Source: an optimization exercise on an open RTL-to-GDS flow (aim: small area). Production flows keep margins and buffers that such runs may drop.
In this exercise RTL edits were held to simulation tests only and were not proved equivalent to the original.
No activity file was given, so power comes from the tool's default toggle rates.

Design wspr_enc, start of the top module:
module wspr_enc (
  input  wire       clk,
  input  wire       rst,       
  input  wire       we,        
  input  wire [7:0] addr,      
  input  wire [7:0] wdata,
  output reg  [7:0] rdata      
);
==> flow/config.mk <==
export PLATFORM = sky130hd
export DESIGN_NAME = wspr_enc
export DESIGN_NICKNAME = wspr_enc
export VERILOG_FILES = /design/flow/design.v
export SDC_FILE = /design/flow/constraint.sdc
export NUM_CORES = 4
export LEC_CHECK = 0
export ABC_AREA = 1
export CAP_MARGIN = 20
export CORE_MARGIN = 2
export CORE_UTILIZATION = 40
export GPL_TIMING_DRIVEN = 0
export PLACE_DENSITY = 0.6
export SLEW_MARGIN = 20
==> flow/constraint.sdc <==
create_clock -name core_clock -period 25.0 [get_ports {clk}]
set_input_delay 5.0000 -clock core_clock [delete_from_list [all_inputs] [get_ports {clk}]]
set_output_delay 5.0000 -clock core_clock [all_outputs]
set_load 0.01 [all_outputs]
standard.sh (not shown) runs the stock make flow with config.mk's settings and CLKGATE_MAP_FILE= SYNTH_SCRIPT=/design/flow/synth_recipe.tcl, a recipe that flattens the netlist after the stock synthesis.
==> flow/flow/run.sh <==
#!/bin/bash
# Standard layout, with clock tree synthesis told not to add dummy loads.
set -e
export CTS_ARGS="-sink_clustering_enable -repair_clock_nets -buf_list {sky130_fd_sc_hd__clkbuf_2 sky130_fd_sc_hd__clkbuf_4 sky130_fd_sc_hd__clkbuf_8} -sink_clustering_size 8 -sink_clustering_max_diameter 40 -dont_use_dummy_load"
bash standard.sh > standard.log 2>&1
==> next run, changes <==
==> flow/flow/run.sh (replaced) <==
#!/bin/bash
# Standard layout, with clock tree synthesis told not to add dummy loads.
set -e
export CTS_ARGS="-sink_clustering_enable -repair_clock_nets -buf_list sky130_fd_sc_hd__clkbuf_8 -sink_clustering_size 16 -sink_clustering_max_diameter 50 -dont_use_dummy_load"
bash standard.sh > standard.log 2>&1
After rerunning: The changed run finished with timing, DRC and antenna clean. Utilization is lower by 0.74 points. Synthesized cell count does not change. Hold slack gets worse by 18 ps. Cell area is lower slightly. Routed wire length is lower slightly. Sequential cell count does not change. Worst setup slack gets better by 26 ps.

* * *

job 7270:
Starting RTL as in the previous note.
Settings: LEC_CHECK=0, ABC_AREA=1, CAP_MARGIN=20, CORE_MARGIN=2, CORE_UTILIZATION=65, GPL_TIMING_DRIVEN=0, PLACE_DENSITY=0.75, SLEW_MARGIN=20; clock period 25.0 ns.
==> flow/flow/run.sh <==
#!/bin/bash
# Standard layout, with clock tree synthesis told not to add dummy loads.
set -e
export CTS_ARGS="-sink_clustering_enable -repair_clock_nets -buf_list sky130_fd_sc_hd__clkbuf_4 -sink_clustering_size 8 -sink_clustering_max_diameter 40 -dont_use_dummy_load"
bash standard.sh > standard.log 2>&1
Job 7270: all stages complete, timing, DRC and antenna checks passed
> inputs changed (job 7270 -> job 7375)
- PLACE_DENSITY: 0.75 -> 0.6
- CORE_UTILIZATION: 65 -> 40
==> flow/flow/run.sh <==
#!/bin/bash
# Standard layout, with clock tree synthesis told not to add dummy loads.
set -e
export CTS_ARGS="-sink_clustering_enable -repair_clock_nets -buf_list sky130_fd_sc_hd__clkbuf_4 -sink_clustering_size 10 -sink_clustering_max_diameter 38 -dont_use_dummy_load"
bash standard.sh > standard.log 2>&1
Notes after the runs:
Relative to job 7270, the wire length the detailed router placed on met1 measured on job 7375 has increased by more than a quarter. A cell at the slowest stage of the critical path of a211oi_1 is what job 7270 shows, while a2111oi_0 belongs to job 7375. Diff job 7270 -> job 7375: via count has decreased; power share of the clock group has increased. In job 7375, the proportion of total power due to net switching came out 0.62 points below the value in job 7270. [compare] base=job 7270 new=job 7375: final wirelength up about 4.4%; proportion of cell area occupied by registers now smaller; overall power consumption -about 0.4%.
Input changes introduced in job 8249 (baseline for comparison: job 7375):
- PLACE_DENSITY: 0.6 -> 0.7
- CORE_UTILIZATION: 40 -> 55
==> flow/flow/run.sh <==
#!/bin/bash
# Standard layout, with clock tree synthesis told not to add dummy loads.
set -e
export CTS_ARGS="-sink_clustering_enable -repair_clock_nets -buf_list sky130_fd_sc_hd__clkbuf_4 -sink_clustering_size 8 -sink_clustering_max_diameter 40 -dont_use_dummy_load"
bash standard.sh > standard.log 2>&1
## What came out
When the final numbers for job 8249 and job 7375 were put side by side, the number of clock-tree buffers in the layout turned out to be greater in job 7375. Average wire length per cell after detail routing up about 4.6% in job 8249 wrt job 7375. Fraction of standard cell area that is sequential, job 8249 and job 7375: higher on job 8249. For power, job 8249 and job 7375 come out practically identical. Delta (job 8249 minus job 7375): required time of the critical path went up 0.09 ns; net switching power of the design grew by 0.31%. Share of power burned in the clock network: job 8249 vs job 7375 down 0.4 points. Cell area | job 8249 vs job 7375 | job 8249 smaller.
What job 2214 does differently from job 8249 at the input level:
- changing PLACE_DENSITY from 0.7 to 0.6
- setting CTS_CLUSTER_SIZE to 16 for the first time
- setting CTS_BUF_LIST to sky130_fd_sc_hd__clkbuf_8 for the first time
- changing CORE_UTILIZATION from 55 to 40
- setting CTS_CLUSTER_DIAMETER to 50 for the first time
==> flow/run.sh (new file) <==
#!/bin/bash
# synth_recipe.tcl (not shown) runs the flow's synth.tcl, then flattens the netlist and writes it again
# the make line also repeats each setting of config.mk as NAME=value (left out here)
make -C /OpenROAD-flow-scripts/flow DESIGN_CONFIG=/design/flow/config.mk WORK_HOME=/design/flow/orfs CLKGATE_MAP_FILE= SYNTH_SCRIPT=/design/flow/synth_recipe.tcl finish
removed: flow/flow/run.sh
removed: flow/standard.sh
## What came out
Diff job 8249..job 2214 | sequential power | negligible. Compared with job 8249, job 2214 shows a die area that is about 37% higher. The run showing the greater final-layout worst hold slack is job 2214. Looking only at cell area, and setting everything else aside, the lower value of job 2214 and job 8249 goes to job 8249. The setup slack of job 2214 is smaller than that of job 8249. Final standard cell count with taps included and fillers excluded: job 2214 vs job 8249 up 230.
Here is what was changed in the inputs of job 4939 compared with job 2214.
- CTS_CLUSTER_DIAMETER removed (was 50)
- CTS_CLUSTER_SIZE removed (was 16)
- CTS_BUF_LIST removed (was sky130_fd_sc_hd__clkbuf_8)
==> flow/flow/run.sh (new file) <==
#!/bin/bash
# Standard layout, with clock tree synthesis told not to add dummy loads.
set -e
export CTS_ARGS="-sink_clustering_enable -repair_clock_nets -buf_list sky130_fd_sc_hd__clkbuf_4 -sink_clustering_size 12 -sink_clustering_max_diameter 30 -dont_use_dummy_load"
bash standard.sh > standard.log 2>&1
==> flow/standard.sh (new file) <==
#!/bin/bash
# synth_recipe.tcl (not shown) runs the flow's synth.tcl, then flattens the netlist and writes it again
# the make line also repeats each setting of config.mk as NAME=value (left out here)
make -C /OpenROAD-flow-scripts/flow DESIGN_CONFIG=/design/flow/config.mk WORK_HOME=/design/flow/orfs CLKGATE_MAP_FILE= SYNTH_SCRIPT=/design/flow/synth_recipe.tcl "${@:-finish}"
removed: flow/run.sh
==> run notes <==
Delta(worst clock skew, job 4939 - job 2214) > 0. From job 2214 to job 4939 the numbers moved as follows: clock power share went down; setup slack on the worst flop-to-flop path went down; routed via count divided by cell count went up. Re signed area change from the synthesized netlist to the final layout: job 2214 was higher than job 4939. Between job 4939 and job 2214, it is job 4939 whose final hold slack is lower, by 0.033 ns. Job 4939: combinational cell fraction of total power is 1.7 points higher than what job 2214 reported.
Relative to job 4939, the following input files were edited for job 7020:
==> flow/flow/run.sh <==
#!/bin/bash
set -e
export PRE_GLOBAL_PLACE_TCL="$(pwd)/flow/rmbuf.tcl"
export CTS_ARGS="-sink_clustering_enable -repair_clock_nets -buf_list sky130_fd_sc_hd__clkbuf_4 -sink_clustering_size 8 -sink_clustering_max_diameter 40 -dont_use_dummy_load"
bash standard.sh > standard.log 2>&1
==> flow/flow/rmbuf.tcl (new file) <==
# Before global placement: take out the buffers synthesis left in the netlist
# (the standard flow does this only in its timing-driven placement mode).
remove_buffers
[summary]
Cmp job 4939 and job 7020 / sum of net half-perimeters after detailed placement / lower: job 7020. The run showing the smaller worst-case setup slack after placement is job 7020. The wire length of the first global-routing pass in job 7020 sits 4.0% below the value recorded for job 4939. The clock-cell share of area of job 7020 falls short of that of job 4939 by 0.45 points. Non-clock buffer area fraction after layout in job 7020 is 0.24 points below job 4939. Antenna diode count in job 7020 is 1 above job 4939. Job 7020 ended with less final area than job 4939. Summary — sequential share of layout area, job 7020 relative to job 4939: higher, by 0.23 points. Of job 4939 and job 7020, the lower met2 demand-to-capacity share in global routing belongs to job 7020.

## port drivers added, routing unchanged
In the flow no input, the clock included, has a driving cell. The finished layouts below were timed again as built, in two steps.
Step 1 assumes that a clkbuf_16 drives the clock port and a buf_2 every other input.
Step 2 also shifts input and output timing later by t, the mid clock arrival at the registers, as if the neighbouring blocks saw the same clock.
Slacks: ideal ports / drivers / drivers and shift; pairs: ideal ports / drivers.
run	t (ns)	setup slack, ns	worst setup path at the end	worst slew at a driven data input, ns	cell pins on the clock port's net
the first run of note 1	0.686	15.146 / 15.181 / 14.494	input to register	0.04	1
the second run of note 1	0.701	15.171 / 15.200 / 14.500	input to register	0.04	1
job 7270	0.869	15.926 / 15.951 / 15.082	input to register	0.04	1
job 7375	0.871	15.293 / 15.325 / 14.454	input to register	0.04	1
job 8249	0.885	15.931 / 15.969 / 15.084	input to register	0.04	1
job 2214	0.717	15.291 / 15.319 / 14.602	input to register	0.05	1
job 4939	0.888	15.364 / 15.396 / 14.508	input to register	0.04	1
job 7020	0.886	15.625 / 15.626 / 14.740	input to register	0.06	1
After both steps setup and hold are still met in every run listed. For job 7020, which loses most, drivers alone change the setup slack by +0.001 ns; drivers and shift together by -0.885 ns.
